From an optimization exercise on the open Yosys and OpenROAD flow, aimed at small area, a short achievable clock period and few clock cycles per item; shortcuts taken in it are not production practice.
In this exercise RTL edits were held to simulation tests only and were not proved equivalent to the original.

`design/flow/run.sh`:
```
#!/bin/bash
# synth_recipe.tcl (not shown) runs the flow's synth.tcl, then flattens the netlist and writes it again
# the make line also repeats each setting of config.mk as NAME=value (left out here)
make -C /OpenROAD-flow-scripts/flow DESIGN_CONFIG=/design/flow/config.mk WORK_HOME=/design/flow/orfs CLKGATE_MAP_FILE= SYNTH_SCRIPT=/design/flow/synth_recipe.tcl finish
```
`design/flow/config.mk`:
```
export PLATFORM = sky130hd
export DESIGN_NAME = eq_biquad3
export DESIGN_NICKNAME = eq_biquad3
export VERILOG_FILES = /design/flow/design.v
export SDC_FILE = /design/flow/constraint.sdc
export NUM_CORES = 4
export LEC_CHECK = 0
export CAP_MARGIN = 20
export CORE_MARGIN = 2
export CORE_UTILIZATION = 40
export PLACE_DENSITY = 0.6
export SLEW_MARGIN = 20
```
`design/flow/constraint.sdc`:
```
create_clock -name core_clock -period 22.0 [get_ports {clk}]
set_input_delay 4.4000 -clock core_clock [delete_from_list [all_inputs] [get_ports {clk}]]
set_output_delay 4.4000 -clock core_clock [all_outputs]
set_load 0.01 [all_outputs]
```
`design/flow/design.v`:
```
module fp32_mul (
    input  wire [31:0] a,
    input  wire [31:0] b,
    output reg  [31:0] y
);
    wire        sa = a[31];
    wire        sb = b[31];
    wire [7:0]  ea = a[30:23];
    wire [7:0]  eb = b[30:23];
    wire [22:0] fa = a[22:0];
    wire [22:0] fb = b[22:0];
    wire a_zero = (ea == 8'd0) && (fa == 23'd0);
    wire b_zero = (eb == 8'd0) && (fb == 23'd0);
    wire a_inf  = (ea == 8'hFF) && (fa == 23'd0);
    wire b_inf  = (eb == 8'hFF) && (fb == 23'd0);
    wire a_nan  = (ea == 8'hFF) && (fa != 23'd0);
    wire b_nan  = (eb == 8'hFF) && (fb != 23'd0);
    wire        sy = sa ^ sb;
    wire [23:0] ma = {(ea != 8'd0), fa};
    wire [23:0] mb = {(eb != 8'd0), fb};
    wire [9:0]  xa = (ea == 8'd0) ? 10'd1 : {2'b00, ea};
    wire [9:0]  xb = (eb == 8'd0) ? 10'd1 : {2'b00, eb};
    wire [47:0] prod = ma * mb;
    reg [5:0] lz;
    integer i;
    always @(*) begin
        lz = 6'd48;
        for (i = 0; i < 48; i = i + 1)
            if (prod[i]) lz = 6'd47 - i[5:0];
    end
    wire [47:0] pn = prod << lz;
    wire signed [11:0] e_norm = $signed({2'b00, xa}) + $signed({2'b00, xb})
                              - 12'sd126 - $signed({6'd0, lz});
    reg  [7:0]  e_field;
    reg  [23:0] m24;
    reg         g, st;
    reg  [31:0] packed_v;
    reg  [11:0] sh;
    reg  [71:0] wide;
    reg         ovf;
    always @(*) begin
        ovf   = 1'b0;
        wide  = 72'd0;
        sh    = 12'd0;
        if (e_norm >= 12'sd1) begin
            e_field = (e_norm >= 12'sd255) ? 8'hFF : e_norm[7:0];
            ovf     = (e_norm >= 12'sd255);
            m24     = pn[47:24];
            g       = pn[23];
            st      = |pn[22:0];
        end else begin
            sh      = 12'sd1 - e_norm;
            if (sh > 12'd50) sh = 12'd50;
            wide    = {pn, 24'd0} >> sh;
            e_field = 8'd0;
            m24     = wide[71:48];
            g       = wide[47];
            st      = |wide[46:0];
        end
        packed_v = {1'b0, e_field, m24[22:0]} + {31'd0, (g & (st | m24[0]))};
    end
    always @(*) begin
        if (a_nan || b_nan || (a_inf && b_zero) || (b_inf && a_zero))
            y = 32'h7FC00000;
        else if (a_inf || b_inf)
            y = {sy, 8'hFF, 23'd0};
        else if (a_zero || b_zero)
            y = {sy, 31'd0};
        else if (ovf)
            y = {sy, 8'hFF, 23'd0};
        else
            y = {sy, packed_v[30:0]};
    end
endmodule
module fp32_add (
    input  wire [31:0] a,
    input  wire [31:0] b,
    input  wire        sub,
    output reg  [31:0] y
);
    wire [31:0] bb = {b[31] ^ sub, b[30:0]};
    wire a_inf = (a[30:23] == 8'hFF) && (a[22:0] == 23'd0);
    wire b_inf = (bb[30:23] == 8'hFF) && (bb[22:0] == 23'd0);
    wire a_nan = (a[30:23] == 8'hFF) && (a[22:0] != 23'd0);
    wire b_nan = (bb[30:23] == 8'hFF) && (bb[22:0] != 23'd0);
    wire        swap = (bb[30:0] > a[30:0]);
    wire [31:0] x = swap ? bb : a;
    wire [31:0] z = swap ? a : bb;
    wire        sx = x[31];
    wire        sz = z[31];
    wire [7:0]  ex = (x[30:23] == 8'd0) ? 8'd1 : x[30:23];
    wire [7:0]  ez = (z[30:23] == 8'd0) ? 8'd1 : z[30:23];
    wire [23:0] mx = {(x[30:23] != 8'd0), x[22:0]};
    wire [23:0] mz = {(z[30:23] != 8'd0), z[22:0]};
    wire [7:0]  d = ex - ez;
    reg  [26:0] mz_al;
    reg  [50:0] tmp;
    always @(*) begin
        if (d > 8'd26) begin
            mz_al = {26'd0, (mz != 24'd0)};
            tmp   = 51'd0;
        end else begin
            tmp   = {mz, 27'd0} >> d;
            mz_al = {tmp[50:25], (|tmp[24:0])};
        end
    end
    wire [26:0] mx_al = {mx, 3'b000};
    wire        eff_sub = sx ^ sz;
    wire [27:0] sum = eff_sub ? ({1'b0, mx_al} - {1'b0, mz_al})
                              : ({1'b0, mx_al} + {1'b0, mz_al});
    reg [4:0] lz;
    integer i;
    always @(*) begin
        lz = 5'd27;
        for (i = 0; i < 27; i = i + 1)
            if (sum[i]) lz = 5'd26 - i[4:0];
    end
    reg  [26:0] r;
    reg  [8:0]  e_res;
    reg  [4:0]  shl;
    reg  [7:0]  e_field;
    reg  [31:0] packed_v;
    reg         g, st;
    always @(*) begin
        shl = 5'd0;
        if (sum[27]) begin
            r     = {sum[27:2], (sum[1] | sum[0])};
            e_res = {1'b0, ex} + 9'd1;
        end else begin
            if ({4'd0, lz} > (ex - 8'd1)) shl = ex[4:0] - 5'd1;
            else                          shl = lz;
            r     = sum[26:0] << shl;
            e_res = {1'b0, ex} - {4'd0, shl};
        end
        e_field  = r[26] ? e_res[7:0] : 8'd0;
        g        = r[2];
        st       = r[1] | r[0];
        packed_v = {1'b0, e_field, r[25:3]} + {31'd0, (g & (st | r[3]))};
    end
    always @(*) begin
        if (a_nan || b_nan || (a_inf && b_inf && (a[31] != bb[31])))
            y = 32'h7FC00000;
        else if (a_inf)
            y = a;
        else if (b_inf)
            y = bb;
        else if (sum == 28'd0)
            y = {a[31] & bb[31], 31'd0};
        else if (e_res >= 9'd255)
            y = {sx, 8'hFF, 23'd0};
        else
            y = {sx, packed_v[30:0]};
    end
endmodule
module eq_biquad3 (
    input  wire        clk,
    input  wire        rst,         
    input  wire        coef_we,
    input  wire [3:0]  coef_addr,
    input  wire [31:0] coef_wdata,
    input  wire        clear,
    input  wire        in_valid,
    output wire        in_ready,
    input  wire [31:0] in_data,
    output reg         out_valid,
    output reg  [31:0] out_data
);
    reg [31:0] coef [0:14];
    reg [31:0] s1 [0:2];
    reg [31:0] s2 [0:2];
    reg [31:0] v;         
    reg [31:0] yv;        
    reg [31:0] t;         
    reg [31:0] u;
    reg [1:0]  sec;       
    reg [3:0]  step;      
    reg        busy;
    assign in_ready = !busy;
    wire [3:0] cbase = (sec == 2'd0) ? 4'd0 : (sec == 2'd1) ? 4'd5 : 4'd10;
    reg  [31:0] mul_a, mul_b;
    reg  [31:0] add_a, add_b;
    reg         add_sub;
    wire [31:0] mul_y, add_y;
    always @(*) begin
        mul_a   = v;
        mul_b   = coef[cbase];
        add_a   = t;
        add_b   = s1[sec];
        add_sub = 1'b0;
        case (step)
            4'd0: begin mul_a = coef[cbase];       mul_b = v;  end
            4'd2: begin mul_a = coef[cbase + 4'd1]; mul_b = v;  end
            4'd3: begin mul_a = coef[cbase + 4'd3]; mul_b = yv; end
            4'd6: begin mul_a = coef[cbase + 4'd2]; mul_b = v;  end
            4'd7: begin mul_a = coef[cbase + 4'd4]; mul_b = yv; end
            default: ;
        endcase
        case (step)
            4'd1: begin add_a = t; add_b = s1[sec]; add_sub = 1'b0; end
            4'd4: begin add_a = t; add_b = u;       add_sub = 1'b1; end
            4'd5: begin add_a = t; add_b = s2[sec]; add_sub = 1'b0; end
            4'd8: begin add_a = t; add_b = u;       add_sub = 1'b1; end
            default: ;
        endcase
    end
    fp32_mul u_mul (.a(mul_a), .b(mul_b), .y(mul_y));
    fp32_add u_add (.a(add_a), .b(add_b), .sub(add_sub), .y(add_y));
    integer k;
    always @(posedge clk) begin
        if (rst) begin
            coef[0]  <= 32'h3F7ED167; coef[1]  <= 32'hBFFED167; coef[2]  <= 32'h3F7ED167;
            coef[3]  <= 32'hBFFED0B4; coef[4]  <= 32'h3F7DA433;
            coef[5]  <= 32'h3C9255D1; coef[6]  <= 32'h3D1255D1; coef[7]  <= 32'h3C9255D1;
            coef[8]  <= 32'hBFCB4187; coef[9]  <= 32'h3F28CDC7;
            coef[10] <= 32'h3F824FC8; coef[11] <= 32'hBFF9344E; coef[12] <= 32'h3F721608;
            coef[13] <= 32'hBFF9344E; coef[14] <= 32'h3F76B59A;
            for (k = 0; k < 3; k = k + 1) begin
                s1[k] <= 32'd0;
                s2[k] <= 32'd0;
            end
            v         <= 32'd0;
            yv        <= 32'd0;
            t         <= 32'd0;
            u         <= 32'd0;
            sec       <= 2'd0;
            step      <= 4'd0;
            busy      <= 1'b0;
            out_valid <= 1'b0;
            out_data  <= 32'd0;
        end else begin
            out_valid <= 1'b0;
            if (!busy) begin
                if (coef_we && coef_addr < 4'd15)
                    coef[coef_addr] <= coef_wdata;
                if (clear) begin
                    for (k = 0; k < 3; k = k + 1) begin
                        s1[k] <= 32'd0;
                        s2[k] <= 32'd0;
                    end
                end
                if (in_valid) begin
                    v    <= in_data;
                    sec  <= 2'd0;
                    step <= 4'd0;
                    busy <= 1'b1;
                end
            end else begin
                case (step)
                    4'd0, 4'd2, 4'd6: t  <= mul_y;
                    4'd1:             yv <= add_y;
                    4'd3, 4'd7:       u  <= mul_y;
                    4'd4:             t  <= add_y;
                    4'd5:             s1[sec] <= add_y;
                    4'd8:             s2[sec] <= add_y;
                    default: ;
                endcase
                if (step == 4'd8) begin
                    step <= 4'd0;
                    v    <= yv;
                    if (sec == 2'd2) begin
                        busy      <= 1'b0;
                        out_valid <= 1'b1;
                        out_data  <= yv;
                        sec       <= 2'd0;
                    end else begin
                        sec <= sec + 2'd1;
                    end
                end else begin
                    step <= step + 4'd1;
                end
            end
        end
    end
endmodule
```
==> run summary <==
[path summary, 6_finish.rpt]
kind                               to  slack [ps]  depth (start not counted)
max           s2[2][16]$_SDFFCE_PN0P_        1510                         72
min          out_data[4]$_SDFFE_PP0P_         450                          2
max reg2reg   s2[2][16]$_SDFFCE_PN0P_        1510                         72
min reg2reg  out_data[4]$_SDFFE_PP0P_         450                          2
[critical path: cells and delay by family (launching register included)]
kind / cells / cell delay, ps
fa+ha+maj: 5 / 1680
mux: 1 / 520
buf+inv: 9 / 1910
xor+xnor: 3 / 1600
simple gates: 26 / 6490
compound gates: 28 / 7580
flops: 1 / 360
[cell type report]
class	count	area share, %
multi-input combinational	6915	57.6
clock buffer	126	2.77
tap	2672	3.76
clock inverter	44	0.447
inverter	554	2.34
sequential	906	28.7
timing repair buffer	460	4.34
antenna	4	0.0113
[through the flow]
step | worst slack, ps
after global placement | 2180
after global routing | 429
after floorplan | 3830
final | 1510
after CTS | 2030
after detailed placement | 2150
[cell families (layout without fill, tap and decap cells)]
logic type	count (synthesis)	count (layout)	share of synthesized area, %
flops	906	906	31.4
buf+inv	1190	1184	5.87
compound gates	2152	2152	18.3
mux	384	384	5.47
xor+xnor	155	155	1.70
simple gates	3430	3430	20.5
fa+ha+maj	794	794	16.8
other cells	0	4	0
[sequential cells by signal, summed over array words and instances (netlist names), 4 cells and up, named ones only]
| name | cells |
|---|---|
| coef | 480 |
| s1 | 128 |
| s2 | 128 |
| out_data | 32 |
| t | 32 |
| u | 32 |
| v | 32 |
| yv | 32 |
| step | 4 |
[per-layer routing]
| metal | track usage [%] | routed length (µm) |
|---|---|---|
| met1 | 42.1 | 132000 |
| met2 | 49.0 | 149000 |
| met3 | 5.67 | 33400 |
| met4 | 17.7 | 21500 |
| met5 | 0 | 48 |
[placed cells by master, fill, tap and decap left out, drive strengths merged, types with 130 or more instances in the layout]
cell    synthesis  layout
a211oi        177     177
a21oi         487     487
and2          364     364
buf           149     355
dfxtp         170     170
edfxtp        736     736
fa            487     487
ha            307     307
inv           549     553
mux2i         310     310
nand2        1070    1070
nand2b        163     163
nand3         170     170
nor2          839     839
nor3          199     199
o21ai         362     362
o22ai         130     130
or3           241     241
==> flow_metrics.py <==
metrics = {
    "outcome": {
        "status": "complete, no violations",
    },
    "sta": {
        "worst_pin_slew_ps": 1230,
        "fin_tns_setup_ps": 0,
        "fin_crit_ps": 20490,
        "maxSlewViolCount": 0,
        "rsz0062_at_grt": "no",
        "setup_viol": 0,
        "timing.fmax_mhz": 48.8,
        "whs_ps": 455,
        "timing.final.crit_share_pct": 93.1,
        "hold_viol": 0,
        "max-slew-margin-rel_pct": 17.6,
        "finClkSkew_ps": 34.1,
    },
    "yosys": {
        "synth_edf_count": 736,
        "yosysMostFrequentCell": "nand2_1",
        "synthTopCellsByArea": "edfxtp_1 27%, fa_1 12%, nand2_1 4.9%",
        "synthesis.yosys.warnings": 3,
        "synthArstFlopShare_pct": 0,
        "syn_area_mm2": 0.0811,
        "synth_top_area_share_pct": 27.2,
        "synth_area_leader_cell": "edfxtp_1",
        "ys_types": 127,
        "netlist_top_cells_count": "1068 x nand2_1, 833 x nor2_1, 736 x edfxtp_1",
        "ys_ff_latch": 906,
        "postSynthCellCount": 9011,
        "synthesis.nets": 9878,
        "avgSynthCellArea_um2": 9.00,
        "synth-main-ff-cell": "edfxtp_1",
        "synth_seq_area_share_pct": 31.4,
    },
    "setup_path": {
        "slowest_stage": "xnor2_1",
        "worstPathMaxFanout": 46,
        "max_stage_delay_ps": 700,
        "critPathCaptureType": "flop",
        "critPathRequiredTime_ps": 22430,
        "r2r-start": "step[0]$_SDFFE_PP0P_",
        "critical_path_class": "flop to flop",
        "cp-start-kind": "flop",
        "critPathLaunch": "step[0]$_SDFFE_PP0P_",
        "crit_arrival_ps": 20930,
    },
    "drt": {
        "final_antenna_net_count": 0,
        "num_vias": 74300,
        "wl_um": 335000,
        "first_pass_iters": 9,
        "drc": 0,
        "drt_iter0_drc": 9366,
        "via_per_inst": 6.36,
        "wire_per_inst_um": 28.7,
    },
    "floorplan": {
        "pin_count": 107,
        "die_h_um": 454,
        "start_util_pct": 40.2,
        "die-area_mm2": 0.206,
        "die_w_um": 454,
        "core_mm2": 0.202,
        "rows": 165,
    },
    "cts": {
        "cts_setup_buffers": 0,
        "cts_hold_buf": 0,
        "cts_tree": "done",
        "root_buffer": "clkbuf_16",
        "clkSinkCount": 906,
        "postCtsResizedCells": 0,
        "cts_made_buffers": 92,
        "clockBufferDepth": 3,
        "ctsHtreeMaxLevel": 3,
        "clkTransAtPathRegs_ps": 60,
        "clkLatencyLatePin_ps": 730,
    },
    "placed_design": {
        "dp_cells": 11500,
        "place.gp.congestion": 1.03,
        "port_buffers": 106,
        "placed_area_mm2": 0.0860,
        "hpwlAfterDp_um": 248000,
    },
    "global_routing": {
        "grt_max_degree": 88,
        "antenna_found_initial": 10,
        "track_usage_pct": 31.8,
        "grt_pass1_vias": 71300,
        "grt_pass1_wl_um": 491000,
        "grt_overflow": 0,
    },
    "final_layout": {
        "area_delta_synth_final_pct": 9.64,
        "multiInputGateArea_mm2": 0.0513,
        "drive_gt1_share_pct": 8.45,
        "fillerInstances": 19700,
        "fin_area_mm2": 0.0889,
        "final_cells": 11700,
        "final_nets": 9796,
        "seq_area_mm2": 0.0255,
        "final_core_util_pct": 44.0,
    },
    "min_path": {
        "hold_path.class": "flop to flop",
        "hp-start": "out_data[4]$_SDFFE_PP0P_",
    },
    "job": {
        "drv_cap": 0,
    },
}
Testbench counts, summed over its fixed seeds: cycles 229,440, items 8,192.

static timing again, ports no longer ideal:
The flow's constraints put no driver on any port. The routed layout listed below was extracted and timed again, unchanged, in two steps.
Step 1 sets driving cells, clkbuf_16 on the clock port and buf_2 on the other inputs (assumed; they add their load-dependent delay and slew).
Step 2 moves the port delays by t, midway between the first and last clock arrival at a register: inputs arrive t later, outputs are due t later. That takes back most of the time a late clock gives input paths.
Three values: ideal ports, drivers, drivers and shift; two values: the first two.
t, ns: 0.790
setup WS [ns]: 1.507 / 1.507 / 1.507
hold slack, ns: 0.455 / 0.455 / 0.455
worst data-port slew with drivers (ns): 0.15
After both steps this run still meets setup and hold. The setup slack of this run moves by 0.000 ns with the drivers and by 0.000 ns with both steps.
